This design comes from an exercise in tuning for small area, a short achievable clock period and few clock cycles per item on the open sky130 flow, not from production work. Function was checked by simulation only, so behaviour that the tests miss may differ from the original. Power and IR drop assume default switching activity.

==> amber: inputs <==
## dlink_rx
module dlink_rx #(
    parameter MAX_PAYLOAD = 4096,
    parameter DEF_W       = 8,
    parameter DEF_H       = 8,
    parameter DEF_FMT     = 0
) (
    input  wire        clk,
    input  wire        rst,
    input  wire        in_valid,
    input  wire [7:0]  in_data,
    output wire        in_ready,
    output reg         fb_we,
    output wire [15:0] fb_addr,
    output reg  [7:0]  fb_wdata,
    output reg  [7:0]  fb_wmask,
    output reg         err_valid,
    output reg  [2:0]  err_code,
    output reg         ntf_params,
    output reg         ntf_frame,
    output reg         ss_enabled,
    output reg  [15:0] ss_width,
    output reg  [15:0] ss_height,
    output reg  [2:0]  ss_fmt,
    output reg  [1:0]  ss_rot,
    output reg  [7:0]  ss_indev,
    output reg  [15:0] drop_count
);
    localparam [2:0] E_LENGTH = 3'd2, E_WINDOW = 3'd3, E_FORMAT = 3'd4,
                     E_SHORT  = 3'd5, E_INIT   = 3'd6, E_POINT  = 3'd7;
    localparam [1:0] S_SEEK = 2'd0, S_HDR = 2'd1, S_PAY = 2'd2, S_EXEC = 2'd3;
    localparam [3:0] X_IDLE = 4'd0, X_COL = 4'd1, X_Y   = 4'd2, X_YD  = 4'd3,
                     X_H    = 4'd4, X_PW  = 4'd5, X_INIT = 4'd6, X_ROW = 4'd7,
                     X_CAP  = 4'd8, X_FIN = 4'd9;
    reg [1:0]  st;
    reg        rdy;
    reg        have_aa;
    reg [2:0]  hcnt;
    reg        pk;             
    reg        lbad, lzero;
    reg        rsc;            
    reg [1:0]  rj;
    reg        pend_len;       
    reg [1:0]  dpend;          
    reg [7:0]  A [0:7];        
    reg [12:0] rem;
    reg [3:0]  idx;
    reg [2:0]  cmd;            
    reg        fin;            
    reg        win_ok;
    reg        ex1;            
    reg        vok;            
    reg        ibad;
    reg [15:0] stride;
    reg [15:0] wf;             
    reg [15:0] we_;            
    reg [15:0] nrs;            
    reg [15:0] cursor;
    reg [15:0] col;            
    reg [15:0] wreg;           
    reg [1:0]  phase;          
    reg [3:0]  xs;
    reg [16:0] T;              
    reg [16:0] m;
    reg [15:0] Q;
    reg        ql;             
  ...
Settings: LEC_CHECK=0, CAP_MARGIN=20, CORE_MARGIN=2, CORE_UTILIZATION=40, SLEW_MARGIN=20; clock period 12.0 ns.
run.sh (not shown) runs the stock make flow with config.mk's settings and CLKGATE_MAP_FILE= SYNTH_SCRIPT=/design/flow/synth_recipe.tcl, a recipe that flattens the netlist after the stock synthesis.
==> inputs of sierra, as changes to amber <==
--- a/flow/config.mk
+++ b/flow/config.mk
@@ -5,6 +5,7 @@
 export SDC_FILE = /design/flow/constraint.sdc
 export NUM_CORES = 4
 export LEC_CHECK = 0
+export ABC_CLOCK_PERIOD_IN_PS = 3000
 export CAP_MARGIN = 20
 export CORE_MARGIN = 2
 export CORE_UTILIZATION = 40
==> run summary <==
metric                                                             amber          sierra
Result of the run                                         finished clean  finished clean
Worst r2r dst                                                        vok             vok
Clock tree buffer count of the final layout                           49              49
Met3 routed wirelength                                           7.21 mm         7.21 mm
Post-cts repair resize count                                           0               0
Power consumed by sequential cells                               1.37 mW         1.37 mW
Hold Startpoint                                              ss_indev[2]     ss_indev[2]
Capturing instance or port of the critical path                      vok             vok
Peak supply drop                                                 94.3 uV         94.3 uV
Avg Inst Size Synth                                             9.12 um2        9.12 um2
Maximum clock skew at final layout                               19.7 ps         19.7 ps
Proportion of layout cells with a drive suffix above 1             8.15%           8.15%
Worst endpoint data arrival time                                 6410 ps         6410 ps
Number of primary I/O pins                                           113             113
Final worst path period share                                      49.3%           49.3%
Final core utilization                                             46.5%           46.5%
Cell area after layout                                         26200 um2       26200 um2
Cell variety after synth                                              91              91
Total area of multi-input combinational cells                  12300 um2       12300 um2
Max Cap Violations                                                     0               0
Post-layout min period                                           5920 ps         5920 ps
Kind of end point of the critical path                          register        register
Post-synthesis sequential element count                              366             366
Fraction of registers with async set/reset                            0%              0%
Vert. Die Dim                                                     243 um          243 um
Largest fanout on the critical path                                   40              40
Count of cells along the worst register-to-register path              24              24
Testbench counts of amber, summed over its fixed seeds: cycles 115,210, bytes 112,114.
Testbench counts of sierra, summed over its fixed seeds: cycles 115,210, bytes 112,114.

[separate check: timing with driven ports]
In the flow no input, the clock included, has a driving cell. The finished layouts below were timed again as built, in two steps. Step 1 (the two cells are an assumption about what drives the block):
set clk [get_ports {clk}]
set_driving_cell -lib_cell sky130_fd_sc_hd__clkbuf_16 $clk
set_driving_cell -lib_cell sky130_fd_sc_hd__buf_2 [delete_from_list [all_inputs] $clk]
Step 2 times the ports against the registers' clock, not the clock port: input delays grow and output delays shrink by t, the midpoint of the rising clock arrivals with the driver on. Three values: ideal, step 1, step 2; two values: the first two.
run	t (ns)	setup slack, ns	worst setup path after step 2	worst register clock-pin slew, ns	cell pins on the clock port's net
amber	0.641	6.078 / 6.078 / 6.078	register to register	0.07 / 0.07	1
sierra	0.641	6.078 / 6.078 / 6.078	register to register	0.07 / 0.07	1
After both steps every run listed still meets setup and hold.
